This is an optimization exercise on Yosys and OpenROAD, whose aim is small area, a short achievable clock period and few clock cycles, not a production implementation. RTL that was checked went through simulation tests only; none was proved equivalent to the original. Only the layout flow was run in runs 1 and 2; the RTL was not checked for function there. Power figures rest on the tool's default switching activity, not on a simulated workload.

`design/flow/design.v`:
```
module sctp_enc (
    input  wire        clk,
    input  wire        rst,
    input  wire        cmd_valid,
    output wire        cmd_ready,
    input  wire [3:0]  cmd_op,
    input  wire [63:0] cmd_arg,
    input  wire [3:0]  cmd_cnt,
    input  wire        cmd_last,
    output wire        out_valid,
    input  wire        out_ready,
    output wire [63:0] out_data,
    output wire [3:0]  out_cnt,
    output wire        out_last,
    output wire        out_fault
);
    reg [143:0] A;           
    reg [4:0]   k;           
    reg         last_pend;   
    reg         fault_pend;  
    reg         faulted;     
    reg         ev;          
    reg  [87:0] eS;          
    reg         e_leb;       
    reg  [3:0]  enb;         
    reg         elast;       
    reg         efault;      
    wire ge8  = k[4] | k[3];
    wire le8  = !k[4] && (!k[3] || k[2:0] == 3'd0);
    wire ol   = last_pend && le8;
    assign out_valid = ge8 || last_pend;
    assign out_last  = ol;
    assign out_cnt   = ol ? k[3:0] : 4'd8;
    assign out_data  = A[63:0];
    assign out_fault = fault_pend;
    wire take = out_valid && out_ready;
    wire rdy_free = !last_pend && !ge8;
    wire rdy_take = (!last_pend && !k[4] && k[3]) || ol;
    wire merge = ev && (rdy_free || (rdy_take && out_ready));
    assign cmd_ready = !ev || rdy_free || (rdy_take && out_ready);
    wire accept = cmd_valid && cmd_ready;
    wire [2:0] off = last_pend ? 3'd0 : k[2:0];
    wire [3:0]  op = cmd_op;
    wire [63:0] a  = cmd_arg;
    wire big      = (a[63:4] != 60'd0) || (a[3:0] == 4'hF);    
    wire is_data  = (op == 4'd14);
    wire is_sleb  = (op == 4'd9);
    wire leb_op   = (op == 4'd8) || is_sleb || (op == 4'd13);
    wire is_fix   = !op[3] || (op[3:1] == 3'b101);
    wire bad_short = (op == 4'd12) && (a[7:4] != 4'd0);
    reg [8:0] cu, cs;
    integer m;
    always @(*) begin
        for (m = 0; m < 9; m = m + 1) begin
            cu[m] = |(a >> (7*m + 7));
            cs[m] = a[63] ? !(&(a >> (7*m + 6) | ~({64{1'b1}} >> (7*m + 6))))
                          : |(a >> (7*m + 6));
        end
    end
    wire [8:0] c = is_sleb ? cs : cu;
    reg [3:0] hi;
    always @(*) begin
        if (op == 4'd12 || (op == 4'd13 && !big)) hi = a[3:0];
        else if (op == 4'd13)                     hi = 4'hF;
        else                                      hi = 4'h0;
    end
    reg [87:0] S;
    integer i;
    always @(*) begin
        S[7:0] = is_data ? a[7:0] : {hi, op};
        for (i = 1; i < 9; i = i + 1) begin
            if (leb_op)                S[8*i +: 8] = {c[i-1], a[7*(i-1) +: 7]};
            else if (is_data && i < 8) S[8*i +: 8] = a[8*i +: 8];
            else                       S[8*i +: 8] = a[8*(i-1) +: 8];
        end
        S[79:72] = {c[8], a[62:56]};
        S[87:80] = {1'b0, {6{is_sleb & a[63]}}, a[63]};
    end
    wire leb = !faulted && ((op == 4'd8) || is_sleb || (op == 4'd13 && big));
    reg [3:0] nb;
    always @(*) begin
        if (faulted || bad_short)  nb = 4'd0;
        else if (is_data)          nb = cmd_cnt[3] ? 4'd8 : cmd_cnt;
        else if (is_fix) begin
            case ({op[3], op[2:0]})
                4'b0000, 4'b0001: nb = 4'd2;
                4'b0010, 4'b0011: nb = 4'd3;
                4'b0100, 4'b0101,
                4'b1010:          nb = 4'd5;
                default:          nb = 4'd9;
            endcase
        end else                   nb = 4'd1;
    end
    wire [8:0] ec = {eS[79], eS[71], eS[63], eS[55], eS[47], eS[39], eS[31], eS[23], eS[15]};
    wire [3:0] ecnt = {ec[7], ec[3] & !ec[7], (ec[1] & !ec[3]) | (ec[5] & !ec[7]),
                       (ec[0] & !ec[1]) | (ec[2] & !ec[3]) | (ec[4] & !ec[5]) | (ec[6] & !ec[7]) | ec[8]};
    wire [3:0] en = e_leb ? ecnt + 4'd2 : enb;
    wire [95:0]  sh1 = off[0] ? {eS, eS[7:0]}   : {eS[87:80], eS};
    wire [111:0] sh2 = off[1] ? {sh1, sh1[15:0]} : {sh1[95:80], sh1};
    wire [143:0] sh  = off[2] ? {sh2, sh2[31:0]} : {sh2[111:80], sh2};
    integer j;
    always @(posedge clk) begin
        for (j = 0; j < 18; j = j + 1) begin
            if (merge && j >= off)
                A[8*j +: 8] <= sh[8*j +: 8];
            else if (take && j < 10)
                A[8*j +: 8] <= A[8*j + 64 +: 8];
        end
        if (merge && elast)
            fault_pend <= efault;
        if (cmd_ready) begin
            eS     <= S;
            e_leb  <= leb;
            enb    <= nb;
            elast  <= cmd_last;
            efault <= faulted || bad_short;
        end
        if (rst) begin
            k         <= 5'd0;
            last_pend <= 1'b0;
            faulted   <= 1'b0;
            ev        <= 1'b0;
        end else begin
            if (cmd_ready)
                ev <= cmd_valid;
            if (accept)
                faulted <= !cmd_last && (faulted || bad_short);
            if (merge) begin
                k         <= {2'b00, off} + {1'b0, en};
                last_pend <= elast;
            end else if (take) begin
                if (ol) begin
                    k         <= 5'd0;
                    last_pend <= 1'b0;
                end else begin
                    k         <= k - 5'd8;
                end
            end
        end
    end
endmodule
```
`design/flow/run.sh`:
```
#!/bin/bash
# synth_recipe.tcl (not shown) runs the flow's synth.tcl, then flattens the netlist and writes it again
# the make line also repeats each setting of config.mk as NAME=value (left out here)
make -C /OpenROAD-flow-scripts/flow DESIGN_CONFIG=/design/flow/config.mk WORK_HOME=/design/flow/orfs CLKGATE_MAP_FILE= SYNTH_SCRIPT=/design/flow/synth_recipe.tcl finish
```
`design/flow/config.mk`:
```
export PLATFORM = sky130hd
export DESIGN_NAME = sctp_enc
export DESIGN_NICKNAME = sctp_enc
export VERILOG_FILES = /design/flow/design.v
export SDC_FILE = /design/flow/constraint.sdc
export NUM_CORES = 4
export LEC_CHECK = 0
export CAP_MARGIN = 20
export CORE_MARGIN = 2
export CORE_UTILIZATION = 40
export SETUP_SLACK_MARGIN = 2.0
export SLEW_MARGIN = 20
```
`design/flow/constraint.sdc`:
```
create_clock -name core_clock -period 4.5 [get_ports {clk}]
set_input_delay 0.9000 -clock core_clock [delete_from_list [all_inputs] [get_ports {clk}]]
set_output_delay 0.9000 -clock core_clock [all_outputs]
set_load 0.01 [all_outputs]
```
==> flow_summary.json, run 1 <==
{
  "ir_worst_vdd_v": 0.000246,
  "dp_worst_setup_slack_ns": 0.956,
  "placed_cells": 1764,
  "dr_wl_met3_mm": 3.33,
  "grt_first_pass_wirelength_mm": 64.0,
  "place_hpwl_mm": 31.1,
  "hold_viol_final": 0,
  "leakagePower_nw": 6.93,
  "core_area_sq_um": 33600,
  "yosysUniqueCellTypes": 66,
  "syn_area_per_cell_sq_um": 10.6,
  "tightestPinTransition_ns": 0.787,
  "rsz0062_at_grt": "true",
  "holdPathStages": 0,
  "vias_per_cell": 5.80,
  "async_flop_share_pct": 0,
  "die_y_um": 189,
  "numPortBuffers": 148,
  "yosys_warnings": 10,
  "clock_latency_ns": 0.52,
  "num_vias": 10771,
  "finClkSkew_ns": 0.0138,
  "slew_headroom_pct": 47.5,
  "antenna_found_initial": 0,
  "syn_nets": 1378,
  "slew_violations": 0,
  "syn_inst": 1293,
  "final_common_cell": "nand2_1",
  "area_delta_synth_final_pct": 21.9,
  "start_util_pct": 40.7,
  "met1Wirelength_mm": 18.9,
  "top_layer": "met4",
  "htreeDepth": 1,
  "final_cell_mix": "nand2_1, edfxtp_1, nor2_1",
  "p_per_area_nw_per_um2": 589,
  "cp-end-kind": "output port",
  "drv_cap": 0,
  "root_buffer": "clkbuf_16",
  "clkSlewWorstSetupHoldPaths_ns": 0.06,
  "grt_overflow": 0,
  "firstDrtPassIters": 5,
  "grtUsageTotal_pct": 23.7,
  "wl_met2_mm": 19.9,
  "final_nets": 1475,
  "yosys_most_used_dff": "edfxtp_1",
  "synth.cell_area_sq_um": 13700,
  "drive_above_1_share_pct": 19.0,
  "gp_congestion": 0.965,
  "timing_worst_setup_path_type": "in2out",
  "ys_ff_latch": 236,
  "drc_errors": 0,
  "diodes": 0,
  "synth_compound_area_share_pct": 10.0,
  "startpoint_type": "primary input",
  "r2r_cells": 7,
  "min_period_ns": 2.71,
  "finalSetupTns_ns": 0,
  "crit_fanout": 3,
  "cts_buffers": 25,
  "fmax_mhz": 369,
  "ios": 149,
  "post-route-period-util_pct": 60.2,
  "wl_per_cell_um": 23.6,
  "critPathArrivalTime_ns": 1.81,
  "regToRegSetupSlack_ns": 2.03,
  "rows": 67,
  "p_total_mw": 9.84,
  "postCtsHoldBufs": 0,
  "muxShareOfSynthArea_pct": 15.2,
  "outcome": "complete, no violations",
  "synth_top_family_by_area": "simple AND/OR/NAND/NOR gates",
  "hp-class": "reg2reg",
  "fin_ws_ns": 1.79,
  "synth_xor_xnor_area_share_pct": 0.192,
  "fin_cells": 1856,
  "initialDrtViolationCount": 1135,
  "ys_seq_area_share_pct": 51.2,
  "synthAdderAreaFrac_pct": 0.786,
  "die_area_sq_um": 35700,
  "cts_tree": "done",
  "routed_wl_mm": 43.8,
  "clockBufferDepth": 3,
  "synthSimpleGateAreaFrac_pct": 15.7,
  "synth_edf_count": 228,
  "finalSetupViolCount": 0,
  "grt_pass1_vias": 10146,
  "cp.required_ns": 3.60,
  "die_width_um": 189,
  "ant_nets": 0,
  "grt_max_degree": 80,
  "cts_num_sinks": 236
}
## sequential cells by signal, summed over array words and instances, names as in the netlist
register	flops
eS	82
faulted	1
k	5
efault	1
enb	4
elast	1
A	74
out_data	64
fault_pend	1
ev	1
last_pend	1
e_leb	1
## area by class of cell
class | instances | area (sq um)
Fill cell | 3033 | 16900
Clock buffer | 32 | 662
Inverter | 31 | 139
Clock inverter | 13 | 130
Timing Repair inverter | 1 | 5.00
Sequential cell | 236 | 7020
Multi-Input combinational cell | 887 | 6110
Tap cell | 448 | 561
Timing Repair Buffer | 208 | 2070
## per-stage QoR
stage	hold slack [ns]	instance area (sq um)	util, %
6_report	0.420	16700	49.7
5_1_grt	0.436	16700	49.7
3_3_place_gp	0.416	15200	45.2
2_1_floorplan	0.400	13700	-
4_1_cts	0.423	16400	48.8
3_5_place_dp	0.408	15200	45.2
## report_power, final
part / switching, mW / total, mW / internal [mW]
clock network: 0.838 / 2.00 / 1.16
registers: 0.423 / 3.92 / 3.49
logic: 2.24 / 3.93 / 1.69
total: 3.50 / 9.84 / 6.34
## path summary, 6_finish.rpt
check | endpoint | startpoint
worst max-delay path | cmd_ready | out_ready
worst min-delay path | fault_pend$_DFFE_PP_ | efault$_DFFE_PP_
worst max register to register | A[91]$_DFFE_PN_ | last_pend$_SDFFE_PP0P_
worst min register to register | fault_pend$_DFFE_PP_ | efault$_DFFE_PP_
## worst max-delay path, cell delays in order
cell,delay (ns)
buf_2,0.12
nand3b_1,0.13
a21oi_4,0.07
or3_4,0.43
buf_6,0.15
## routing by layer
layer,GRT usage [%],vias to the layer above
li1,-,4905
met1,34.0,5214
met2,37.2,560
met3,2.50,92
met4,8.35,0
met5,0,-
## cells by family after synthesis
group | after synthesis
adder cells (fa/ha/maj) | 8
multiplexers | 168
XOR/XNOR | 3
buffers and inverters | 176
AND/OR/NAND/NOR | 485
AO/OA/AOI/OAI | 217
flip-flops | 236
## cells in the mapped netlist, types with 7 or more instances
master / number / area share, %
nand2_1: 275 / 7.5
edfxtp_1: 228 / 50
nor2_1: 107 / 2.9
mux2i_1: 98 / 7.2
a31oi_1: 76 / 3.5
buf_4: 67 / 3.7
a21oi_1: 54 / 2.0
mux2_2: 42 / 3.5
clkbuf_1: 41 / 1.1
o21ai_0: 35 / 1.3
inv_1: 29 / 0.79
mux4_2: 28 / 4.6
buf_2: 22 / 0.80
nand3_1: 18 / 0.66
buf_1: 15 / 0.41
nand4_1: 15 / 0.69
and3_1: 8 / 0.37
dfxtp_1: 8 / 1.2
nor4_1: 8 / 0.37
ha_1: 7 / 0.64
nor3_1: 7 / 0.26
o22a_1: 7 / 0.45
or4_1: 7 / 0.38
## repair_timing
item                                    CTS  global route
pin swaps                                22            17
setup buffers                            33             5
resized for setup                       132            71
endpoints found under the setup margin  303           189
gates cloned                              5             4
==> run 2, diff against run 1 <==
==> design/flow/flow/run.sh (new file) <==
#!/bin/bash
# Standard ORFS flow, with the ports buffered by buf_2 cells.
export BUFFER_PORTS_ARGS="-buffer_cell sky130_fd_sc_hd__buf_2"
bash standard.sh > standard.log 2>&1
==> design/flow/standard.sh (new file) <==
#!/bin/bash
# synth_recipe.tcl (not shown) runs the flow's synth.tcl, then flattens the netlist and writes it again
# the make line also repeats each setting of config.mk as NAME=value (left out here)
make -C /OpenROAD-flow-scripts/flow DESIGN_CONFIG=/design/flow/config.mk WORK_HOME=/design/flow/orfs CLKGATE_MAP_FILE= SYNTH_SCRIPT=/design/flow/synth_recipe.tcl "${@:-finish}"
removed: design/flow/run.sh
==> run 2 against run 1 <==
  * Total power decreased by 1.4%
  * Clock skew decreased by 0.00063 ns
  * Core utilization fell by 2.7 points
  * Critical endpoint unchanged
  * Largest power group is now sequential cells
==> flow_summary.json, run 2 <==
{
  "p_total_mw": 9.70,
  "top_register": "eS",
  "outcome": "complete, no violations",
  "cts_buffers": 25,
  "die_y_um": 189,
  "min_period_ns": 2.77,
  "leakagePower_nw": 6.66,
  "yosysTopAreaCellShare_pct": 50.0,
  "initialDrtViolationCount": 1226,
  "htreeDepth": 1,
  "p_per_area_nw_per_um2": 615,
  "place_hpwl_mm": 30.8,
  "post-route-period-util_pct": 61.5,
  "numPortBuffers": 148,
  "vias_per_cell": 5.82,
  "crit_fanout": 3,
  "ir_worst_vdd_v": 0.000289,
  "hp-class": "reg2reg",
  "drive_above_1_share_pct": 26.3,
  "hold_viol_final": 0,
  "finalSetupTns_ns": 0,
  "fin_ws_ns": 1.73,
  "root_buffer": "clkbuf_16",
  "clock_latency_ns": 0.54,
  "syn_nets": 1378,
  "ys_ff_latch": 236,
  "firstDrtPassIters": 5,
  "finalSetupViolCount": 0,
  "final_cell_mix": "nand2_1, edfxtp_1, buf_2",
  "core_area_sq_um": 33600,
  "drc_errors": 0,
  "fin_util_pct": 46.9,
  "yosysTopAreaCell": "edfxtp_1",
  "placed_cells": 1761,
  "fmax_mhz": 361,
  "cts_num_sinks": 236,
  "rsz0062_at_grt": "true",
  "slew_violations": 0,
  "die_area_sq_um": 35700,
  "async_flop_share_pct": 0,
  "die_width_um": 189,
  "stdcell_area_sq_um": 15800,
  "final_nets": 1460,
  "fin_hold_ws_ns": 0.447,
  "rows": 67,
  "reg2reg_from": "last_pend$_SDFFE_PP0P_",
  "routed_wl_mm": 42.7,
  "synth.cell_area_sq_um": 13700,
  "finClkSkew_ns": 0.0132,
  "diodes": 0,
  "grt_overflow": 0,
  "largest_register_ffs": 82,
  "ios": 149,
  "final_common_cell": "nand2_1",
  "syn_area_per_cell_sq_um": 10.6,
  "syn_inst": 1293,
  "synth.top_cells.by_area": "edfxtp_1, nand2_1, mux2i_1",
  "grt_max_degree": 74,
  "timing_worst_setup_path_type": "reg2out",
  "grt_pass1_vias": 9773,
  "cts_tree": "done",
  "yosysUniqueCellTypes": 66,
  "grtUsageTotal_pct": 23.3,
  "clkSlewWorstSetupHoldPaths_ns": 0.07,
  "drv_cap": 0,
  "hold_start": "efault$_DFFE_PP_",
  "start_util_pct": 40.7,
  "worstSetupStartpoint": "k[4]$_SDFFE_PP0P_",
  "area_delta_synth_final_pct": 15.2,
  "yosys_warnings": 10,
  "dp_worst_setup_slack_ns": 1.44,
  "yosys_most_used_dff": "edfxtp_1",
  "tightestPinTransition_ns": 0.825,
  "cp-end-kind": "output port",
  "synth_edf_count": 228,
  "wl_per_cell_um": 23.2,
  "clockBufferDepth": 3,
  "place_area_sq_um": 14400,
  "ys_seq_area_share_pct": 51.2,
  "grt_first_pass_wirelength_mm": 62.7,
  "startpoint_type": "flip-flop",
  "yosysMostFrequentCell": "nand2_1",
  "gp_congestion": 0.966,
  "antenna_found_initial": 0,
  "ant_nets": 0,
  "num_vias": 10716,
  "critPathArrivalTime_ns": 1.87,
  "slew_headroom_pct": 45.0,
  "fin_cells": 1842,
  "synthTopCellsByCount": "nand2_1, edfxtp_1, nor2_1, mux2i_1, a31oi_1",
  "cp.required_ns": 3.60
}
run 2: cell counts after synthesis:
No cell type changed its count.
run 2: logic make-up (layout without fill, tap and decap cells):
kind of cell             count (synthesis)  in the layout  synth area share (%)
AO/OA/AOI/OAI                          217            218                  10.0
flip-flops                             236            236                  51.2
adder cells (fa/ha/maj)                  8              8                 0.786
buffers and inverters                  176            273                  6.86
XOR/XNOR                                 3              3                 0.192
multiplexers                           168            168                  15.2
AND/OR/NAND/NOR                        485            488                  15.7
run 2: final cells by class:
type / count / area (sq um)
clock buffer: 28 / 637
clock inverter: 18 / 244
fill: 3145 / 17800
inverter: 31 / 129
multi-input combinational: 885 / 5990
sequential: 236 / 7030
tap: 448 / 561
timing repair buffer: 194 / 1180
timing repair inverter: 2 / 12.5
run 2: path summary, 6_finish.rpt:
path,cells after the start,slack (ns),end
hold reg to reg,0,0.45,fault_pend$_DFFE_PP_
setup / recovery,6,1.73,cmd_ready
hold / removal,0,0.45,fault_pend$_DFFE_PP_
setup reg to reg,5,2.04,A[91]$_DFFE_PN_
run 2: worst max-delay path: stages, from the launching register on:
cell and delay (ns):
dfxtp_4 0.38, inv_2 0.05, ha_4 0.16, inv_4 0.05, a21oi_4 0.05, or3_4 0.47
buf_6 0.15
run 2: where the power goes:
group	switching (mW)	internal, mW
registers	0.413	3.50
clock network	0.867	1.36
logic	2.22	1.34
total	3.50	6.20
run 2: timing repair:
| action | CTS | global route |
|---|---|---|
| endpoints found under the setup margin | 211 | 153 |
| pin swaps | 5 | 12 |
| setup buffers | 10 | 19 |
| cloned | 5 | 1 |
| hold buffers | 0 | 0 |
| gates resized for setup | 34 | 34 |
run 2: routing by layer:
layer  wire [um]  global-route usage [%]
met4        1700                    8.14
met2       19000                    35.5
met3        3430                    2.87
met5           0                       0
met1       18600                    34.2
==> run 3, diff against run 2 <==
--- a/design/flow/design.v
+++ b/design/flow/design.v
@@ -27,17 +27,17 @@
     reg         efault;      
-    wire ge8  = k[4] | k[3];
-    wire le8  = !k[4] && (!k[3] || k[2:0] == 3'd0);
-    wire ol   = last_pend && le8;
-    assign out_valid = ge8 || last_pend;
+    reg         ov;          
+    reg         ol;          
+    reg         rfree;       
+    reg         rtake;       
+    reg         rx;          
+    reg  [2:0]  off;         
+    assign out_valid = ov;
     assign out_last  = ol;
-    assign out_cnt   = ol ? k[3:0] : 4'd8;
+    assign out_cnt   = {!ol | k[3], k[2:0] & {3{ol}}};
     assign out_data  = A[63:0];
     assign out_fault = fault_pend;
-    wire take = out_valid && out_ready;
-    wire rdy_free = !last_pend && !ge8;
-    wire rdy_take = (!last_pend && !k[4] && k[3]) || ol;
-    wire merge = ev && (rdy_free || (rdy_take && out_ready));
-    assign cmd_ready = !ev || rdy_free || (rdy_take && out_ready);
+    wire take = ov && out_ready;
+    wire merge = ev && (rfree || (rtake && out_ready));
+    assign cmd_ready = rx || (rtake && out_ready);
     wire accept = cmd_valid && cmd_ready;
-    wire [2:0] off = last_pend ? 3'd0 : k[2:0];
     wire [3:0]  op = cmd_op;
@@ -100,2 +100,21 @@
     wire [143:0] sh  = off[2] ? {sh2, sh2[31:0]} : {sh2[111:80], sh2};
+    reg [4:0] nk;
+    reg       nlp, nev;
+    always @(*) begin
+        nk  = k;
+        nlp = last_pend;
+        nev = cmd_ready ? cmd_valid : ev;
+        if (merge) begin
+            nk  = {2'b00, off} + {1'b0, en};
+            nlp = elast;
+        end else if (take) begin
+            if (ol) begin
+                nk  = 5'd0;
+                nlp = 1'b0;
+            end else begin
+                nk  = k - 5'd8;
+            end
+        end
+    end
+    wire nle8 = !nk[4] && (!nk[3] || nk[2:0] == 3'd0);
     integer j;
@@ -122,18 +141,20 @@
             ev        <= 1'b0;
+            ov        <= 1'b0;
+            ol        <= 1'b0;
+            rfree     <= 1'b1;
+            rtake     <= 1'b0;
+            rx        <= 1'b1;
+            off       <= 3'd0;
         end else begin
-            if (cmd_ready)
-                ev <= cmd_valid;
             if (accept)
                 faulted <= !cmd_last && (faulted || bad_short);
-            if (merge) begin
-                k         <= {2'b00, off} + {1'b0, en};
-                last_pend <= elast;
-            end else if (take) begin
-                if (ol) begin
-                    k         <= 5'd0;
-                    last_pend <= 1'b0;
-                end else begin
-                    k         <= k - 5'd8;
-                end
-            end
+            ev        <= nev;
+            k         <= nk;
+            last_pend <= nlp;
+            ov        <= nk[4] || nk[3] || nlp;
+            ol        <= nlp && nle8;
+            rfree     <= !nlp && !nk[4] && !nk[3];
+            rtake     <= (!nlp && !nk[4] && nk[3]) || (nlp && nle8);
+            rx        <= !nev || (!nlp && !nk[4] && !nk[3]);
+            off       <= nlp ? 3'd0 : nk[2:0];
         end
--- a/design/flow/config.mk
+++ b/design/flow/config.mk
@@ -10,3 +10,3 @@
 export CORE_UTILIZATION = 40
-export SETUP_SLACK_MARGIN = 2.0
+export SETUP_SLACK_MARGIN = 2.4
 export SLEW_MARGIN = 20
==> run 3 against run 2 <==
  * Still clean on timing, DRC and antenna
  * Clock power fell by 9.4%
  * Hold slack got worse by 0.029 ns
  * Clock skew rose by 0.0086 ns
  * Die area fell by 0.51%
  * Sequential share of layout area fell by 0.64 points
  * Cell count rose by 4.7%
  * Critical path type is now reg2reg
  * Largest cell class unchanged
  * Largest power group unchanged
==> flow_summary.json, run 3 <==
{
  "outcome": "complete, no violations",
  "cts_tree": "done",
  "synth.top_cells.by_area": "edfxtp_1, nand2_1, mux2i_1",
  "crit_slowest_cell": "edfxtp_1",
  "hold_viol_final": 0,
  "synthAdderAreaFrac_pct": 0.698,
  "start_util_pct": 40.6,
  "synth_compound_area_share_pct": 12.2,
  "tightestPinTransition_ns": 0.792,
  "top_register": "eS",
  "cp-end-kind": "flip-flop",
  "cts_num_sinks": 244,
  "wl_per_cell_um": 20.9,
  "area_delta_synth_final_pct": 20.0,
  "synth_top_family_by_area": "simple AND/OR/NAND/NOR gates",
  "slew_headroom_pct": 47.1,
  "async_flop_share_pct": 0,
  "postCtsHoldBufs": 0,
  "yosys_most_used_dff": "edfxtp_1",
  "grt_overflow": 0,
  "finalSetupTns_ns": 0,
  "fmax_mhz": 392,
  "grtUsageTotal_pct": 22.0,
  "ys_seq_area_share_pct": 52.6,
  "fin_util_pct": 48.8,
  "timing_worst_setup_path_type": "reg2reg",
  "numPortBuffers": 148,
  "firstDrtPassIters": 6,
  "cts_buffers": 26,
  "crit_chain": "a22oi_2, inv_1, ha_1, mux2_4, ha_4, a21oi_2, xor2_1, a22oi_2, nor4bb_4, nand2b_1",
  "antenna_found_initial": 1,
  "dp_worst_setup_slack_ns": 1.37,
  "drc_errors": 0,
  "slew_violations": 0,
  "crit_family": "compound AO/OA/AOI/OAI gates",
  "final_common_cell": "nand2_1",
  "cpPeakStageDelay_ns": 0.46,
  "critPathArrivalTime_ns": 3.02,
  "grt_pass1_vias": 9752,
  "cp.required_ns": 4.97,
  "drive_above_1_share_pct": 26.5,
  "ir_worst_vdd_v": 0.000260,
  "ys_ff_latch": 244,
  "synth_xor_xnor_area_share_pct": 0.321,
  "clock_latency_ns": 0.53,
  "post-route-period-util_pct": 56.7,
  "ios": 149,
  "die_width_um": 189,
  "root_buffer": "clkbuf_16",
  "syn_nets": 1447,
  "htreeDepth": 1,
  "fin_ws_ns": 1.95,
  "routed_wl_mm": 40.3,
  "finalSetupViolCount": 0,
  "yosysMostFrequentCell": "nand2_1",
  "crit_fanout": 4,
  "synth.cell_area_sq_um": 13600,
  "crit_path_frequent_cell": "a22oi_2",
  "largest_register_ffs": 82,
  "muxShareOfSynthArea_pct": 11.3,
  "final_cell_mix": "nand2_1, edfxtp_1, buf_2",
  "yosysTopAreaCellShare_pct": 50.3,
  "path_buf_inv": 1,
  "die_y_um": 189,
  "core_area_sq_um": 33500,
  "grt_max_degree": 72,
  "hp-class": "reg2reg",
  "fin_cells": 1929,
  "synthTopCellsByCount": "nand2_1, edfxtp_1, nor2_1, a21oi_1, mux2i_1",
  "yosysUniqueCellTypes": 67,
  "rsz0062_at_grt": "true",
  "clkSlewWorstSetupHoldPaths_ns": 0.06,
  "initialDrtViolationCount": 1098,
  "ant_nets": 0,
  "synthSimpleGateAreaFrac_pct": 16.4,
  "yosys_warnings": 10,
  "p_per_area_nw_per_um2": 552,
  "drv_cap": 0,
  "vias_per_cell": 5.58,
  "min_period_ns": 2.55,
  "gp_congestion": 0.919,
  "fin_hold_ws_ns": 0.418,
  "die_area_sq_um": 35600,
  "diodes": 0,
  "leakagePower_nw": 6.58,
  "startpoint_type": "flip-flop",
  "final_nets": 1547,
  "syn_area_per_cell_sq_um": 10.0,
  "synth_edf_count": 228,
  "syn_inst": 1363,
  "grt_first_pass_wirelength_mm": 60.1,
  "num_vias": 10766,
  "rows": 67,
  "finClkSkew_ns": 0.0218,
  "yosysTopAreaCell": "edfxtp_1",
  "placed_cells": 1828,
  "place_hpwl_mm": 29.1,
  "clockBufferDepth": 3
}
-- run 3: cell families after synthesis --
group | count (synthesis)
AND/OR/NAND/NOR | 515
AO/OA/AOI/OAI | 283
flip-flops | 244
buffers and inverters | 165
multiplexers | 144
adder cells (fa/ha/maj) | 7
XOR/XNOR | 5
-- run 3: path summary, 6_finish.rpt --
path | depth (start not counted) | startpoint | to | slack (ns)
setup / recovery | 10 | eS[23]$_DFFE_PN_ | rx$_SDFF_PP1_ | 1.95
hold / removal | 0 | efault$_DFFE_PN_ | fault_pend$_DFFE_PP_ | 0.42
setup reg to reg | 10 | eS[23]$_DFFE_PN_ | rx$_SDFF_PP1_ | 1.95
hold reg to reg | 0 | efault$_DFFE_PN_ | fault_pend$_DFFE_PP_ | 0.42
-- run 3: what timing repair did --
item / in CTS / in global routing
endpoints found under the setup margin: 313 / 118
resized for setup: 37 / 78
pin swaps: 22 / 34
setup buffers: 22 / 29
cloned: 3 / 1
-- run 3: cell type report --
class	instances	area, sq um
clock buffers	32	694
clock inverters	14	104
fillers	3075	17200
inverters	21	118
multi-input cells	955	6200
flip-flops and latches	244	7180
well taps	448	561
repair buffers	214	1490
repair inverters	1	8.76
-- run 3: metrics by stage --
stage	area, sq um	total power, mW
floorplan	14100	5.92
global placement	14600	6.68
detailed placement	14600	6.72
CTS	15800	8.90
global route	16400	9.50
finish	16400	9.03
-- run 3: power by group --
group	total (mW)	switching [mW]	internal, mW
clock	2.02	0.869	1.15
sequential	3.75	0.341	3.41
combinational	3.25	2.01	1.25
total	9.03	3.22	5.81
-- run 3: metal layers --
| metal | up-vias | GRT usage [%] | wire [um] |
|---|---|---|---|
| met4 | 0 | 8.47 | 1700 |
| met5 | - | 0 | 0 |
| met3 | 85 | 2.46 | 3270 |
| li1 | 5081 | - | - |
| met2 | 495 | 33.0 | 17600 |
| met1 | 5105 | 32.7 | 17800 |
Testbench counts of run 3, summed over its fixed seeds: cycles 15,241.
==> run 4, diff against run 3 <==
--- a/design/flow/config.mk
+++ b/design/flow/config.mk
@@ -10,3 +10,4 @@
 export CORE_UTILIZATION = 40
-export SETUP_SLACK_MARGIN = 2.4
+export CTS_BUF_LIST = sky130_fd_sc_hd__clkbuf_4 sky130_fd_sc_hd__clkbuf_8
+export SETUP_SLACK_MARGIN = 2.0
 export SLEW_MARGIN = 20
==> run 4 against run 3 <==
  * Clock skew shrank 0.0030 ns
  * Combinational power shrank 7.7%
  * Core utilization shrank 2.5 points
  * Via count is 1.7% lower
  * Sequential share of layout area up 2.3 points
  * Non-clock buffer count decreased by 31
  * Register-to-register slack got worse by 0.10 ns
  * Area after synthesis is the same
  * Setup slack got worse by 0.10 ns
  * Clock power about the same
  * Hold slack better by 0.017 ns
  * Sequential power hardly changed
  * Critical path type unchanged
  * Critical endpoint unchanged
  * Largest power group unchanged
==> flow_summary.json, run 4 <==
{
  "outcome": "complete, no violations",
  "min_period_ns": 2.66,
  "finClkSkew_ns": 0.0188,
  "top_register": "eS",
  "gp_congestion": 0.907,
  "grt_first_pass_wirelength_mm": 60.1,
  "die_width_um": 189,
  "crit_fanout": 4,
  "path_buf_inv": 2,
  "grtUsageTotal_pct": 22.2,
  "die_area_sq_um": 35600,
  "start_util_pct": 40.6,
  "register_area_sq_um": 7170,
  "final_nets": 1530,
  "drive_above_1_share_pct": 23.1,
  "final_common_cell": "nand2_1",
  "cpPeakStageDelay_ns": 0.41,
  "drv_cap": 0,
  "synth_compound_area_share_pct": 12.2,
  "place_hpwl_mm": 29.4,
  "crit_slowest_cell": "edfxtp_1",
  "yosys_most_used_dff": "edfxtp_1",
  "hold_viol_final": 0,
  "ios": 149,
  "slew_headroom_pct": 41.2,
  "fmax_mhz": 376,
  "crit_chain": "inv_2, a22oi_2, inv_1, ha_1, mux2_4, ha_4, a21oi_2, xor2_1, a22oi_2, nor4bb_4, nand2b_1",
  "yosysTopAreaCell": "edfxtp_1",
  "synth_xor_xnor_area_share_pct": 0.321,
  "timing_worst_setup_path_type": "reg2reg",
  "area_delta_synth_final_pct": 13.9,
  "final_cell_mix": "nand2_1, edfxtp_1, buf_2",
  "critPathArrivalTime_ns": 3.15,
  "hp-class": "reg2reg",
  "diodes": 0,
  "htreeDepth": 2,
  "synth_edf_count": 228,
  "grt_overflow": 0,
  "initialDrtViolationCount": 1056,
  "cp.required_ns": 4.99,
  "cts_num_sinks": 244,
  "crit_family": "compound AO/OA/AOI/OAI gates",
  "antenna_found_initial": 0,
  "crit_path_frequent_cell": "a22oi_2",
  "cp.depth": 11,
  "die_y_um": 189,
  "placed_cells": 1834,
  "cts_tree": "done",
  "cp-end-kind": "flip-flop",
  "holdPathStages": 0,
  "clock_latency_ns": 0.55,
  "cts_buffers": 41,
  "syn_inst": 1363,
  "syn_nets": 1447,
  "core_area_sq_um": 33500,
  "ir_worst_vdd_v": 0.000205,
  "ys_ff_latch": 244,
  "root_buffer": "clkbuf_8",
  "ys_seq_area_share_pct": 52.6,
  "synthTopCellsByCount": "nand2_1, edfxtp_1, nor2_1, a21oi_1, mux2i_1",
  "finalSetupTns_ns": 0,
  "clkSlewWorstSetupHoldPaths_ns": 0.07,
  "firstDrtPassIters": 5,
  "r2r_cells": 11,
  "clockBufferDepth": 3,
  "fillers": 3190,
  "wl_per_cell_um": 20.6,
  "async_flop_share_pct": 0,
  "yosys_warnings": 10,
  "slew_violations": 0,
  "fin_cells": 1926,
  "multi_input_area_sq_um": 5780,
  "yosysTopAreaCellShare_pct": 50.3,
  "synthAdderAreaFrac_pct": 0.698,
  "grt_max_degree": 67,
  "routed_wl_mm": 39.7,
  "syn_area_per_cell_sq_um": 10.0,
  "p_per_area_nw_per_um2": 566,
  "post-route-period-util_pct": 59.0,
  "startpoint_type": "flip-flop",
  "synth.top_cells.by_area": "edfxtp_1, nand2_1, mux2i_1",
  "synth_top_family_by_area": "simple AND/OR/NAND/NOR gates",
  "postCtsHoldBufs": 0,
  "tightestPinTransition_ns": 0.878,
  "numPortBuffers": 148,
  "leakagePower_nw": 6.24,
  "vias_per_cell": 5.50,
  "num_vias": 10586,
  "finalSetupViolCount": 0,
  "synthSimpleGateAreaFrac_pct": 16.4,
  "synth.cell_area_sq_um": 13600,
  "ant_nets": 0,
  "grt_pass1_vias": 9907,
  "muxShareOfSynthArea_pct": 11.3,
  "yosysUniqueCellTypes": 67,
  "rsz0062_at_grt": "true",
  "rows": 67,
  "largest_register_ffs": 82,
  "yosysMostFrequentCell": "nand2_1",
  "drc_errors": 0
}
==> run 4: final cells by class <==
type	instances	share of cell area (%)
tap	448	3.61
clock inverter	9	0.435
clock buffer	66	5.09
timing repair inverter	1	0.0323
multi-input combinational	954	37.2
timing repair buffer	183	6.86
sequential	244	46.2
inverter	21	0.532
==> run 4: kinds of logic after synthesis <==
family,Yosys count
muxes,144
adders and majority gates,7
and+or+nand+nor,515
AOI/OAI and AO/OA,283
xor gates and xnor gates,5
DFF,244
buffers and inverters,165
==> run 4: worst register-to-register path, stage by stage, from the launching register on <==
cell and delay, ns:
edfxtp_1 0.41, inv_2 0.07, a22oi_2 0.24, inv_1 0.08, ha_1 0.28, mux2_4 0.28, ha_4 0.28, a21oi_2 0.05
xor2_1 0.15, a22oi_2 0.29, nor4bb_4 0.33, nand2b_1 0.15
==> run 4: repair_timing <==
item,4_1_cts,5_1_grt
setup buffers,12,4
setup endpoints to repair,97,74
gates resized for setup,15,12
pin swaps,6,3
cloned,1,0
==> run 4: metal layers <==
layer	track usage, %	share of wire (%)	vias to the layer above
li1	-	-	5060
met1	32.9	45	4930
met2	32.9	43	521
met3	2.85	8.0	75
met4	8.74	3.6	0
met5	0	0	-
==> run 4: stage by stage <==
step	power [mW]	util [%]	area, sq um	hold slack, ns	setup slack, ns
after floorplan	5.79	-	13700	0.400	1.36
after global placement	6.59	42.9	14400	0.406	1.20
after detailed placement	6.63	42.9	14400	0.424	1.11
after CTS	8.78	46.0	15400	0.438	1.83
after global routing	9.26	46.3	15500	0.439	1.73
final	8.79	46.3	15500	0.435	1.84
==> run 4: path summary, 6_finish.rpt <==
check / end / slack, ns / from
max: rx$_SDFF_PP1_ / 1.84 / eS[39]$_DFFE_PN_
min: fault_pend$_DFFE_PP_ / 0.43 / efault$_DFFE_PN_
max reg2reg: rx$_SDFF_PP1_ / 1.84 / eS[39]$_DFFE_PN_
min reg2reg: fault_pend$_DFFE_PP_ / 0.43 / efault$_DFFE_PN_
==> run 4: report_power, final <==
group | switching, mW | internal [mW] | total [mW]
registers | 0.344 | 3.42 | 3.76
logic | 1.93 | 1.06 | 3.00
clock network | 0.863 | 1.17 | 2.03
total | 3.14 | 5.65 | 8.79
==> run 5, diff against run 4 <==
--- a/design/flow/config.mk
+++ b/design/flow/config.mk
@@ -10,3 +10,2 @@
 export CORE_UTILIZATION = 40
-export CTS_BUF_LIST = sky130_fd_sc_hd__clkbuf_4 sky130_fd_sc_hd__clkbuf_8
 export SETUP_SLACK_MARGIN = 2.0
==> run 5 against run 4 <==
  * Critical path depth rose by 1
  * Die area did not move
  * Global-route usage fell by 0.18 points
  * Count of clock-buffer cells in the layout fell by 36
  * Combinational power barely moved
  * Setup slack got worse by 0.034 ns
  * First-iteration DRC count rose by 7.8%
  * Fmax fell by 1.3%
  * Sequential power barely moved
  * Area after synthesis did not move
  * Critical path type unchanged
  * Largest cell class unchanged
==> flow_summary.json, run 5 <==
{
  "outcome": "complete, no violations",
  "ant_nets": 0,
  "ir_worst_vdd_v": 0.000309,
  "synthTopCellsByCount": "nand2_1, edfxtp_1, nor2_1, a21oi_1, mux2i_1",
  "power.internal_mw": 5.69,
  "cp-end-kind": "flip-flop",
  "num_vias": 10530,
  "top_register": "eS",
  "cts_num_sinks": 244,
  "diodes": 0,
  "syn_area_per_cell_sq_um": 10.0,
  "startpoint_type": "flip-flop",
  "clkSlewWorstSetupHoldPaths_ns": 0.06,
  "grtUsageTotal_pct": 22.0,
  "synth.cell_area_sq_um": 13600,
  "die_area_sq_um": 35600,
  "final_common_cell": "nand2_1",
  "ys_ff_latch": 244,
  "yosysMostFrequentCell": "nand2_1",
  "fin_cells": 1899,
  "grt_first_pass_wirelength_mm": 59.9,
  "clockBufferDepth": 3,
  "crit_family": "compound AO/OA/AOI/OAI gates",
  "timing_worst_setup_path_type": "reg2reg",
  "firstDrtPassIters": 7,
  "crit_chain": "inv_2, a22oi_2, inv_1, ha_1, mux2_4, ha_4, a21oi_2, xor2_1, a22oi_2, buf_4, a211o_1, a21oi_2",
  "muxShareOfSynthArea_pct": 11.3,
  "numPortBuffers": 148,
  "synth_compound_area_share_pct": 12.2,
  "postCtsHoldBufs": 0,
  "placed_cells": 1834,
  "yosys_most_used_dff": "edfxtp_1",
  "synth_edf_count": 228,
  "yosysUniqueCellTypes": 67,
  "cts_tree": "done",
  "root_buffer": "clkbuf_16",
  "syn_inst": 1363,
  "path_buf_inv": 3,
  "rsz0062_at_grt": "true",
  "ios": 149,
  "die_y_um": 189,
  "rows": 67,
  "crit_fanout": 3,
  "async_flop_share_pct": 0,
  "synth_xor_xnor_area_share_pct": 0.321,
  "synthSimpleGateAreaFrac_pct": 16.4,
  "yosysTopAreaCell": "edfxtp_1",
  "slew_violations": 0,
  "grt_max_degree": 67,
  "slew_headroom_pct": 42.2,
  "finalSetupViolCount": 0,
  "syn_nets": 1447,
  "grt_pass1_vias": 9807,
  "hp-class": "reg2reg",
  "antenna_found_initial": 0,
  "tightestPinTransition_ns": 0.864,
  "cpPeakStageDelay_ns": 0.42,
  "htreeDepth": 1,
  "yosysTopAreaCellShare_pct": 50.3,
  "p_sw_mw": 3.14,
  "finClkSkew_ns": 0.0136,
  "core_area_sq_um": 33500,
  "clock_latency_ns": 0.54,
  "cts_buffers": 26,
  "gp_congestion": 0.907,
  "routed_wl_mm": 39.5,
  "p_total_mw": 8.83,
  "hold_viol_final": 0,
  "ys_seq_area_share_pct": 52.6,
  "yosys_warnings": 10,
  "die_width_um": 189,
  "finalSetupTns_ns": 0,
  "switching_share_pct": 35.6,
  "drc_errors": 0,
  "cp.required_ns": 4.97,
  "synth_top_family_by_area": "simple AND/OR/NAND/NOR gates",
  "grt_overflow": 0,
  "critPathArrivalTime_ns": 3.16,
  "vias_per_cell": 5.55,
  "pwr-share-seq_pct": 42.6,
  "p_per_area_nw_per_um2": 570,
  "crit_slowest_cell": "edfxtp_1",
  "p_comb_share_pct": 34.1,
  "clockPowerShare_pct": 23.4,
  "final_nets": 1516,
  "fmax_mhz": 372,
  "post-route-period-util_pct": 59.8,
  "place_hpwl_mm": 29.4,
  "largest_register_ffs": 82,
  "drive_above_1_share_pct": 21.1,
  "min_period_ns": 2.69,
  "synth.top_cells.by_area": "edfxtp_1, nand2_1, mux2i_1",
  "drv_cap": 0,
  "area_delta_synth_final_pct": 13.7,
  "wl_per_cell_um": 20.8,
  "final_cell_mix": "nand2_1, edfxtp_1, buf_2",
  "synthAdderAreaFrac_pct": 0.698,
  "fillers": 3181,
  "leakagePower_nw": 6.19,
  "start_util_pct": 40.6,
  "initialDrtViolationCount": 1138
}
==> run 5: power by group through the flow <==
stage | clock [mW] | sequential [mW] | combinational (mW)
detailed placement | 0 | 3.85 | 2.78
finish | 2.06 | 3.76 | 3.01
global route | 2.18 | 3.82 | 3.28
CTS | 2.09 | 3.77 | 2.94
floorplan | 0 | 3.62 | 2.17
global placement | 0 | 3.83 | 2.75
==> run 5: repair_timing <==
action                                  in CTS  in global routing
hold endpoints to repair                     0                  0
gates cloned                                 1                  0
endpoints found under the setup margin      96                 69
pin swaps                                    6                  6
gates resized for setup                     16                 12
buffers inserted                            12                  5
==> run 5: worst paths after layout <==
path	start	to	slack, ns	cells past startpoint
worst max-delay path	eS[39]$_DFFE_PN_	rtake$_SDFF_PP0_	1.81	12
worst min-delay path	efault$_DFFE_PN_	fault_pend$_DFFE_PP_	0.44	0
worst max register to register	eS[39]$_DFFE_PN_	rtake$_SDFF_PP0_	1.81	12
worst min register to register	efault$_DFFE_PN_	fault_pend$_DFFE_PP_	0.44	0
==> run 5: final cells by class <==
type	instances	area, sq um	area share, %
multi-input combinational	954	5780	37.3
inverter	21	82.6	0.533
tap	448	561	3.62
sequential	244	7170	46.3
clock inverter	17	133	0.856
timing repair inverter	1	5.00	0.0323
clock buffer	30	687	4.43
timing repair buffer	184	1070	6.92
==> run 5: per-stage QoR <==
stage	setup slack, ns	hold WS (ns)	util (%)	area [sq um]
floorplan	1.36	0.400	-	13700
global placement	1.20	0.406	42.9	14400
detailed placement	1.11	0.424	42.9	14400
CTS	1.87	0.438	45.9	15400
global route	1.71	0.439	46.2	15500
finish	1.81	0.436	46.2	15500
==> run 5: per-layer routing <==
metal	wire length [um]	GRT usage [%]	vias up	share of wire [%]
li1	-	-	5020	-
met1	18000	33.0	4946	46
met2	16900	32.8	491	43
met3	3030	2.37	73	7.7
met4	1490	8.05	0	3.8
met5	0	0	-	0
==> run 5: cells by family (layout without fill, tap and decap cells) <==
group,after synthesis,count (layout)
simple gates,515,515
flops,244,244
compound gates,283,283
buf+inv,165,253
fa+ha+maj,7,7
mux,144,144
xor+xnor,5,5
==> run 6, diff against run 5 <==
==> design/flow/flow/run.sh (replaced) <==
#!/bin/bash
# Standard ORFS flow, with the ports buffered by buf_1 cells.
export BUFFER_PORTS_ARGS="-buffer_cell sky130_fd_sc_hd__buf_1"
bash standard.sh > standard.log 2>&1
==> run 6 against run 5 <==
  * Still clean on timing, DRC and antenna
  * Cell area is 0.58% lower
  * Via count is 1.0% lower
  * Cell count is 0.26% lower
  * Count of clock-buffer cells in the layout is 5 higher
  * Largest cell class unchanged
  * Highest routed layer unchanged
==> flow_summary.json, run 6 <==
{
  "outcome": "complete, no violations",
  "reg2reg_from": "eS[23]$_DFFE_PN_",
  "ant_nets": 0,
  "die_area_sq_um": 35600,
  "numPortBuffers": 148,
  "drc_errors": 0,
  "initialDrtViolationCount": 1165,
  "finalSetupViolCount": 0,
  "yosysTopAreaCellShare_pct": 50.3,
  "yosys_warnings": 10,
  "ir_worst_vdd_v": 0.000290,
  "antenna_found_initial": 0,
  "p_per_area_nw_per_um2": 577,
  "p_comb_share_pct": 32.6,
  "hold_viol_final": 0,
  "slew_headroom_pct": 43.5,
  "final_common_cell": "nand2_1",
  "core_area_sq_um": 33500,
  "ys_ff_latch": 244,
  "clkSlewWorstSetupHoldPaths_ns": 0.06,
  "grt_max_degree": 61,
  "startpoint_type": "flip-flop",
  "synthTopCellsByCount": "nand2_1, edfxtp_1, nor2_1, a21oi_1, mux2i_1",
  "yosysMostFrequentCell": "nand2_1",
  "clockPowerShare_pct": 24.9,
  "diodes": 0,
  "routed_wl_mm": 39.4,
  "p_total_mw": 8.89,
  "vias_per_cell": 5.50,
  "leakagePower_nw": 5.85,
  "hp-class": "reg2reg",
  "cp-end-kind": "flip-flop",
  "power.internal_mw": 5.74,
  "r2r_cells": 12,
  "cts_buffers": 26,
  "cts_tree": "done",
  "gp_congestion": 0.907,
  "critPathArrivalTime_ns": 2.98,
  "place_hpwl_mm": 29.6,
  "grt_first_pass_wirelength_mm": 59.6,
  "area_delta_synth_final_pct": 13.1,
  "switching_share_pct": 35.5,
  "cts_num_sinks": 244,
  "start_util_pct": 40.6,
  "cp.required_ns": 4.93,
  "grt_pass1_vias": 9668,
  "num_vias": 10425,
  "syn_area_per_cell_sq_um": 10.0,
  "fin_ws_ns": 1.95,
  "p_sw_mw": 3.15,
  "final_cell_mix": "nand2_1, edfxtp_1, buf_1",
  "syn_nets": 1447,
  "pwr-share-seq_pct": 42.5,
  "top_register": "eS",
  "root_buffer": "clkbuf_16",
  "yosys_most_used_dff": "edfxtp_1",
  "synth.top_cells.by_area": "edfxtp_1, nand2_1, mux2i_1",
  "crit_fanout": 4,
  "grt_overflow": 0,
  "largest_register_ffs": 82,
  "syn_inst": 1363,
  "clockBufferDepth": 3,
  "timing_worst_setup_path_type": "reg2reg",
  "tightestPinTransition_ns": 0.837,
  "slew_violations": 0,
  "ys_seq_area_share_pct": 52.6,
  "firstDrtPassIters": 5,
  "grtUsageTotal_pct": 21.8,
  "finalSetupTns_ns": 0,
  "die_width_um": 189,
  "endpoint": "rfree$_SDFF_PP1_",
  "die_y_um": 189,
  "wl_per_cell_um": 20.8,
  "final_nets": 1513,
  "ios": 149,
  "rsz0062_at_grt": "true",
  "synth_edf_count": 228,
  "clock_latency_ns": 0.54,
  "rows": 67,
  "yosysTopAreaCell": "edfxtp_1",
  "htreeDepth": 1,
  "synth.cell_area_sq_um": 13600,
  "post-route-period-util_pct": 56.6,
  "min_period_ns": 2.55,
  "finClkSkew_ns": 0.0225,
  "fin_hold_ws_ns": 0.421,
  "yosysUniqueCellTypes": 67,
  "worstSetupStartpoint": "eS[23]$_DFFE_PN_",
  "async_flop_share_pct": 0,
  "drv_cap": 0,
  "dp_worst_setup_slack_ns": 1.24,
  "regToRegSetupSlack_ns": 1.95,
  "regToRegEndpoint": "rfree$_SDFF_PP1_",
  "fmax_mhz": 393,
  "drive_above_1_share_pct": 11.8
}
-- run 6: cell counts after synthesis --
Identical to the previous run, type by type.
-- run 6: layout make-up --
| cell class | instances | area (sq um) |
|---|---|---|
| multi-input cells | 954 | 5810 |
| clock inverters | 10 | 136 |
| inverters | 21 | 85.1 |
| fillers | 3233 | 18100 |
| flip-flops and latches | 244 | 7170 |
| clock buffers | 35 | 748 |
| well taps | 448 | 561 |
| repair buffers | 182 | 892 |
-- run 6: layer usage --
metal / routed length, um / global-route usage (%)
met1: 18200 / 32.9
met2: 17400 / 33.3
met4: 925 / 5.74
met5: 0 / 0
met3: 2860 / 2.33
-- run 6: logic make-up after synthesis --
| logic type | after synthesis | synth area share (%) |
|---|---|---|
| and+or+nand+nor | 515 | 16.4 |
| AOI/OAI and AO/OA | 283 | 12.2 |
| DFF | 244 | 52.6 |
| buffers and inverters | 165 | 6.49 |
| muxes | 144 | 11.3 |
| adders and majority gates | 7 | 0.698 |
| xor gates and xnor gates | 5 | 0.321 |
-- run 6: what timing repair did --
action,CTS,global route
setup buffers,7,8
setup endpoints to repair,81,112
pin swaps,3,11
hold buffers,0,0
resized for setup,18,34
-- run 6: worst max-delay path, cell delays in order (launching register included) --
cell and delay [ns]:
edfxtp_1 0.45, buf_4 0.19, inv_1 0.05, a222oi_1 0.09
a31oi_1 0.19, ha_1 0.19, inv_1 0.05, fa_1 0.41
nor2b_1 0.14, o21ai_1 0.09, o2bb2ai_2 0.30, nor4bb_4 0.09
or2_1 0.21
-- run 6: power groups by stage --
stage	logic (mW)	registers [mW]	clock network, mW
floorplan	2.17	3.62	0
global placement	2.68	3.86	0
detailed placement	2.71	3.86	0
CTS	2.83	3.79	2.25
global route	3.17	3.84	2.33
finish	2.90	3.77	2.22
-- run 6: worst min path at each step --
stage	from	to	cells past startpoint
3_5_place_dp	efault$_DFFE_PN_	fault_pend$_DFFE_PP_	0
6_report	efault$_DFFE_PN_	fault_pend$_DFFE_PP_	0
5_1_grt	efault$_DFFE_PN_	fault_pend$_DFFE_PP_	0
3_3_place_gp	efault$_DFFE_PN_	fault_pend$_DFFE_PP_	0
2_1_floorplan	efault$_DFFE_PN_	fault_pend$_DFFE_PP_	0
4_1_cts	efault$_DFFE_PN_	fault_pend$_DFFE_PP_	0
-- run 6: through the flow --
step,cell area (sq um),instances,util [%]
floorplan,13700,1363,-
global route,15400,1894,45.9
detailed placement,14200,1834,42.3
CTS,15200,1886,45.3
global placement,14200,1834,42.3
finish,15400,1894,45.9
==> run 7, diff against run 6 <==
--- a/design/flow/config.mk
+++ b/design/flow/config.mk
@@ -10,3 +10,3 @@
 export CORE_UTILIZATION = 40
-export SETUP_SLACK_MARGIN = 2.0
+export SETUP_SLACK_MARGIN = 2.8
 export SLEW_MARGIN = 20
==> run 7 against run 6 <==
  * Largest cell class is now multi-input gates
  * Register-to-register slack worse by 0.03 ns
  * Setup slack worse by 0.027 ns
  * Cell count up 8.0%
  * Combinational power up 72%
  * Area after synthesis unchanged
  * Synthesized cell count unchanged
  * Clock power down 4%
  * Still clean
  * Sequential cell count unchanged
==> flow_summary.json, run 7 <==
{
  "muxShareOfSynthArea_pct": 11.3,
  "crit_family": "compound AO/OA/AOI/OAI gates",
  "synth_compound_area_share_pct": 12.2,
  "min_period_ns": 2.57,
  "ios": 149,
  "crit_fanout": 4,
  "crit_chain": "a22oi_2, inv_1, ha_1, mux2_4, ha_4, a21oi_2, xor2_1, a22oi_2, nor4bb_4, nor2_1",
  "wl_per_cell_um": 23.8,
  "drive_above_1_share_pct": 43.7,
  "post-route-period-util_pct": 57.2,
  "synthAdderAreaFrac_pct": 0.698,
  "slew_headroom_pct": 39.6,
  "synthSimpleGateAreaFrac_pct": 16.4,
  "ys_ff_latch": 244,
  "p_per_area_nw_per_um2": 550,
  "synth.top_cells.by_area": "edfxtp_1, nand2_1, mux2i_1",
  "synth_top_family_by_area": "simple AND/OR/NAND/NOR gates",
  "drc_errors": 0,
  "routed_wl_mm": 48.7,
  "cts_tree": "done",
  "yosysUniqueCellTypes": 67,
  "final_cell_mix": "nand2_1, edfxtp_1, nor2_1",
  "rsz0062_at_grt": "true",
  "path_buf_inv": 1,
  "area_delta_synth_final_pct": 46.8,
  "syn_nets": 1447,
  "grtUsageTotal_pct": 24.7,
  "largest_register_ffs": 82,
  "leakagePower_nw": 7.80,
  "die_area_sq_um": 35600,
  "diodes": 0,
  "finalSetupTns_ns": 0,
  "synth_edf_count": 228,
  "root_buffer": "clkbuf_16",
  "clockBufferDepth": 3,
  "place_hpwl_mm": 29.2,
  "placed_cells": 1833,
  "die_width_um": 189,
  "vias_per_cell": 5.92,
  "initialDrtViolationCount": 1568,
  "grt_first_pass_wirelength_mm": 67.2,
  "top_register": "eS",
  "fin_hold_ws_ns": 0.433,
  "outcome": "complete, no violations",
  "htreeDepth": 1,
  "ys_seq_area_share_pct": 52.6,
  "hp-class": "reg2reg",
  "numPortBuffers": 148,
  "rows": 67,
  "crit_path_frequent_cell": "a22oi_2",
  "antenna_found_initial": 0,
  "num_vias": 12118,
  "synth_xor_xnor_area_share_pct": 0.321,
  "tightestPinTransition_ns": 0.907,
  "ir_worst_vdd_v": 0.000316,
  "yosysTopAreaCell": "edfxtp_1",
  "cts_num_sinks": 244,
  "yosys_warnings": 10,
  "cp.required_ns": 4.92,
  "fin_util_pct": 59.6,
  "timing_worst_setup_path_type": "reg2reg",
  "syn_area_per_cell_sq_um": 10.0,
  "fin_cells": 2046,
  "final_common_cell": "nand2_1",
  "hold_viol_final": 0,
  "synthTopCellsByCount": "nand2_1, edfxtp_1, nor2_1, a21oi_1, mux2i_1",
  "postCtsHoldBufs": 0,
  "die_y_um": 189,
  "ant_nets": 0,
  "synth.cell_area_sq_um": 13600,
  "final_nets": 1663,
  "yosysTopAreaCellShare_pct": 50.3,
  "grt_max_degree": 61,
  "startpoint_type": "flip-flop",
  "finClkSkew_ns": 0.0231,
  "yosysMostFrequentCell": "nand2_1",
  "critPathArrivalTime_ns": 2.99,
  "async_flop_share_pct": 0,
  "slew_violations": 0,
  "start_util_pct": 40.6,
  "grt_pass1_vias": 10990,
  "cpPeakStageDelay_ns": 0.45,
  "yosys_most_used_dff": "edfxtp_1",
  "core_area_sq_um": 33500,
  "clock_latency_ns": 0.56,
  "cts_buffers": 26,
  "cp-end-kind": "flip-flop",
  "syn_inst": 1363,
  "crit_slowest_cell": "edfxtp_1",
  "regToRegSetupSlack_ns": 1.93,
  "clkSlewWorstSetupHoldPaths_ns": 0.06,
  "firstDrtPassIters": 5,
  "finalSetupViolCount": 0,
  "grt_overflow": 0,
  "gp_congestion": 0.976,
  "fmax_mhz": 388,
  "drv_cap": 0
}
[run 7: cell counts after synthesis]
No cell type changed its count.
[run 7: cells by family (layout without fill, tap and decap cells)]
kind of cell	count (synthesis)	in the layout
adders and majority gates	7	7
xor gates and xnor gates	5	5
and+or+nand+nor	515	520
AOI/OAI and AO/OA	283	284
muxes	144	144
buffers and inverters	165	394
DFF	244	244
[run 7: timing repair]
action,in CTS,in global routing
setup endpoints to repair,514,373
buffers inserted,94,37
gates cloned,27,8
pin swaps,65,92
gates resized for setup,473,298
[run 7: per-layer routing]
metal	share of wire, %	track usage, %	up-vias
met5	0	0	-
met4	5.5	9.80	0
met3	9.7	2.81	181
met2	46	39.5	780
met1	39	34.3	5800
li1	-	-	5357
[run 7: through the flow]
stage               worst slack (ns)  cell area, sq um  power (mW)
global route                    1.82             20000        11.4
global placement                1.38             14500        6.64
detailed placement              1.38             14500        6.68
floorplan                       1.36             14400        5.97
finish                          1.93             20000        11.0
CTS                             1.94             18500        10.1
[run 7: cell type report]
type | instances | area, sq um
timing repair buffer | 325 | 3570
timing repair inverter | 1 | 7.51
fill | 2576 | 13500
sequential | 244 | 7180
inverter | 21 | 134
multi-input combinational | 960 | 7700
clock inverter | 17 | 171
tap | 448 | 561
clock buffer | 30 | 666
[run 7: report_power, final]
part / switching (mW) / leakage (nW) / total [mW] / internal [mW]
Combinational: 2.76 / 5.00 / 5.00 / 2.25
Clock: 0.898 / 0.400 / 2.13 / 1.23
Sequential: 0.443 / 2.40 / 3.86 / 3.42
Total: 4.10 / 7.80 / 11.0 / 6.90
[run 7: path summary, 6_finish.rpt]
path	end	start	depth (start not counted)
worst max register to register	ov$_SDFF_PP0_	eS[23]$_DFFE_PN_	10
worst max-delay path	ov$_SDFF_PP0_	eS[23]$_DFFE_PN_	10
worst min register to register	fault_pend$_DFFE_PP_	efault$_DFFE_PN_	0
worst min-delay path	fault_pend$_DFFE_PP_	efault$_DFFE_PN_	0
==> run 8, diff against run 7 <==
--- a/design/flow/config.mk
+++ b/design/flow/config.mk
@@ -10,3 +10,3 @@
 export CORE_UTILIZATION = 40
-export SETUP_SLACK_MARGIN = 2.8
+export SETUP_SLACK_MARGIN = 1.6
 export SLEW_MARGIN = 20
==> run 8 against run 7 <==
  * Sequential share of layout area is 12 points higher
  * Sequential cell count did not move
  * Synthesized cell count unchanged
  * Routed wire length is 20% lower
  * Critical path depth up 1
  * First-iteration DRC count fell by 19%
  * Sequential power decreased by 2%
  * Critical path type unchanged
  * Critical endpoint unchanged
==> flow_summary.json, run 8 <==
{
  "outcome": "complete, no violations",
  "postCtsHoldBufs": 0,
  "gp_congestion": 0.933,
  "syn_nets": 1447,
  "synth_edf_count": 228,
  "yosysTopAreaCell": "edfxtp_1",
  "tightestPinTransition_ns": 0.917,
  "drv_cap": 0,
  "yosysUniqueCellTypes": 67,
  "top_register": "eS",
  "synthAdderAreaFrac_pct": 0.698,
  "syn_inst": 1363,
  "hold_viol_final": 0,
  "path_buf_inv": 2,
  "synth_compound_area_share_pct": 12.2,
  "muxShareOfSynthArea_pct": 11.3,
  "worstSetupStartpoint": "eS[39]$_DFFE_PN_",
  "core_area_sq_um": 33500,
  "cts_buffers": 26,
  "grt_overflow": 0,
  "cp.required_ns": 4.90,
  "firstDrtPassIters": 8,
  "finalSetupTns_ns": 0,
  "diodes": 0,
  "ant_nets": 0,
  "num_vias": 10479,
  "crit_family": "compound AO/OA/AOI/OAI gates",
  "grt_first_pass_wirelength_mm": 59.2,
  "reg2reg_from": "eS[39]$_DFFE_PN_",
  "async_flop_share_pct": 0,
  "place_area_sq_um": 14100,
  "synth.top_cells.by_area": "edfxtp_1, nand2_1, mux2i_1",
  "slew_headroom_pct": 38.7,
  "timing_worst_setup_path_type": "reg2reg",
  "yosys_most_used_dff": "edfxtp_1",
  "area_delta_synth_final_pct": 10.5,
  "start_util_pct": 40.6,
  "holdPathStages": 0,
  "initialDrtViolationCount": 1276,
  "p_total_mw": 8.72,
  "post-route-period-util_pct": 61.8,
  "die_y_um": 189,
  "antenna_found_initial": 0,
  "yosysMostFrequentCell": "nand2_1",
  "cp-end-kind": "flip-flop",
  "largest_register_ffs": 82,
  "clock_latency_ns": 0.53,
  "drive_above_1_share_pct": 8.91,
  "stdcell_area_sq_um": 15100,
  "cpPeakStageDelay_ns": 0.44,
  "synthTopCellsByCount": "nand2_1, edfxtp_1, nor2_1, a21oi_1, mux2i_1",
  "grt_pass1_vias": 9716,
  "critPathArrivalTime_ns": 3.18,
  "fmax_mhz": 359,
  "leakagePower_nw": 5.68,
  "grt_max_degree": 73,
  "grtUsageTotal_pct": 21.6,
  "final_nets": 1501,
  "crit_fanout": 4,
  "die_area_sq_um": 35600,
  "vias_per_cell": 5.56,
  "clockBufferDepth": 3,
  "cts_num_sinks": 244,
  "regToRegSetupSlack_ns": 1.72,
  "synth_xor_xnor_area_share_pct": 0.321,
  "yosys_warnings": 10,
  "cts_tree": "done",
  "ys_ff_latch": 244,
  "fillers": 3274,
  "syn_area_per_cell_sq_um": 10.0,
  "p_per_area_nw_per_um2": 579,
  "r2r_cells": 11,
  "root_buffer": "clkbuf_16",
  "routed_wl_mm": 39.2,
  "synth_top_family_by_area": "simple AND/OR/NAND/NOR gates",
  "hp-class": "reg2reg",
  "rsz0062_at_grt": "true",
  "ios": 149,
  "crit_slowest_cell": "edfxtp_1",
  "ys_seq_area_share_pct": 52.6,
  "finClkSkew_ns": 0.00911,
  "drc_errors": 0,
  "min_period_ns": 2.78,
  "yosysTopAreaCellShare_pct": 50.3,
  "rows": 67,
  "regToRegEndpoint": "ov$_SDFF_PP0_",
  "htreeDepth": 1,
  "synthSimpleGateAreaFrac_pct": 16.4,
  "startpoint_type": "flip-flop",
  "final_cell_mix": "nand2_1, edfxtp_1, buf_1",
  "die_width_um": 189,
  "endpoint": "ov$_SDFF_PP0_",
  "place_hpwl_mm": 29.2,
  "numPortBuffers": 148,
  "crit_chain": "inv_1, a22oi_1, inv_1, ha_1, mux2_2, ha_1, a21oi_1, xor2_1, a22oi_2, nor4bb_4, nor2_1",
  "slew_violations": 0,
  "synth.cell_area_sq_um": 13600,
  "final_common_cell": "nand2_1",
  "wl_per_cell_um": 20.8,
  "ir_worst_vdd_v": 0.000249,
  "cp.depth": 11,
  "finalSetupViolCount": 0,
  "clkSlewWorstSetupHoldPaths_ns": 0.06
}
run 8: changes by cell type in the layout (fill, tap and decap cells not counted), moves of 29 or more:
| cell | delta |
|---|---|
| buf_1 | +114 |
| mux2_2 | +29 |
| a21oi_2 | -49 |
| o21ai_2 | -42 |
| buf_4 | -47 |
| mux2i_1 | +42 |
| clkbuf_2 | -59 |
| nor2_1 | +37 |
| o21ai_0 | +45 |
| a21oi_1 | +50 |
| buf_6 | -61 |
| mux2_4 | -37 |
| buf_12 | -35 |
| nand2_1 | +32 |
run 8: power breakdown:
| part | total [mW] | internal, mW | switching, mW |
|---|---|---|---|
| clock network | 2.16 | 1.27 | 0.891 |
| logic | 2.79 | 0.916 | 1.87 |
| registers | 3.78 | 3.42 | 0.361 |
run 8: worst register-to-register path, delay by kind of cell (launching register included):
family	cells	cell delay [ns]
buffers and inverters	2	0.18
AO/OA/AOI/OAI	3	0.73
XOR/XNOR	1	0.10
multiplexers	1	0.27
flip-flops	1	0.44
AND/OR/NAND/NOR	2	0.34
adder cells (fa/ha/maj)	2	0.57
run 8: worst min-delay path by stage:
stage | slack [ns] | startpoint | to
final | 0.44 | efault$_DFFE_PN_ | fault_pend$_DFFE_PP_
after global routing | 0.45 | efault$_DFFE_PN_ | fault_pend$_DFFE_PP_
after CTS | 0.44 | efault$_DFFE_PN_ | fault_pend$_DFFE_PP_
after detailed placement | 0.43 | efault$_DFFE_PN_ | fault_pend$_DFFE_PP_
after global placement | 0.41 | efault$_DFFE_PN_ | fault_pend$_DFFE_PP_
after floorplan | 0.40 | efault$_DFFE_PN_ | fault_pend$_DFFE_PP_
run 8: kinds of logic (layout without fill, tap and decap cells):
| family | count (synthesis) | count (layout) |
|---|---|---|
| compound gates | 283 | 283 |
| xor+xnor | 5 | 5 |
| fa+ha+maj | 7 | 7 |
| buf+inv | 165 | 238 |
| flops | 244 | 244 |
| mux | 144 | 144 |
| simple gates | 515 | 515 |
run 8: cell type report:
class                   count  area [sq um]  area share (%)
flip-flops and latches    244          7170            47.7
multi-input cells         954          5650            37.5
repair buffers            170           733            4.87
clock buffers              30           687            4.56
well taps                 448           561            3.72
clock inverters            17           169            1.12
inverters                  21          82.6           0.549
run 8: per-stage QoR:
stage,utilization [%],hold slack [ns],setup WS (ns),cells
after floorplan,-,0.400,1.36,1363
after global placement,42.1,0.406,1.31,1835
after detailed placement,42.2,0.427,1.29,1836
after CTS,44.8,0.443,1.63,1883
after global routing,44.9,0.449,1.58,1884
final,44.9,0.440,1.72,1884
run 8: repair_timing:
action / 4_1_cts / 5_1_grt
setup endpoints to repair: 3 / 5
hold endpoints to repair: 0 / 0
buffers inserted: 0 / 1
gates resized for setup: 1 / 3
run 8: routing by layer:
layer	part of all wire (%)	wire length, um	track usage [%]	vias to the layer above
met2	43	17000	33.1	543
met1	46	17900	32.6	4876
met3	8.3	3260	2.51	60
met4	2.4	937	5.35	0
li1	-	-	-	5000
met5	0	0	0	-

-- afterwards: timing with drivers on the ports --
How much do the figures lean on ideal ports? The routed layouts below were timed once more, with nothing changed but the port constraints.
Step 1 assumes that a clkbuf_16 drives the clock port and a buf_2 every other input.
Step 2 moves the port delays by t, midway between the first and last clock arrival at a register: inputs arrive t later, outputs are due t later. That takes back most of the time a late clock gives input paths.
Slacks: ideal / step 1 / step 2; pairs: ideal / step 1.
run | t, ns | setup slack, ns | latest minus earliest clock arrival (ns)
run 1 | 0.565 | 1.790 / 1.748 / 1.475 | 0.015 / 0.015
run 2 | 0.583 | 1.730 / 1.680 / 1.451 | 0.013 / 0.013
run 3 | 0.569 | 1.947 / 1.947 / 1.706 | 0.022 / 0.021
run 4 | 0.589 | 1.844 / 1.844 / 1.545 | 0.019 / 0.019
run 5 | 0.585 | 1.809 / 1.809 / 1.530 | 0.015 / 0.015
run 6 | 0.577 | 1.952 / 1.952 / 1.536 | 0.022 / 0.023
run 7 | 0.605 | 1.925 / 1.925 / 1.423 | 0.024 / 0.024
run 8 | 0.577 | 1.718 / 1.718 / 1.200 | 0.009 / 0.009
After both steps setup and hold are still met in every run listed. The setup slack of run 8, which loses most, moves by 0.000 ns with the drivers and by -0.518 ns with both steps.
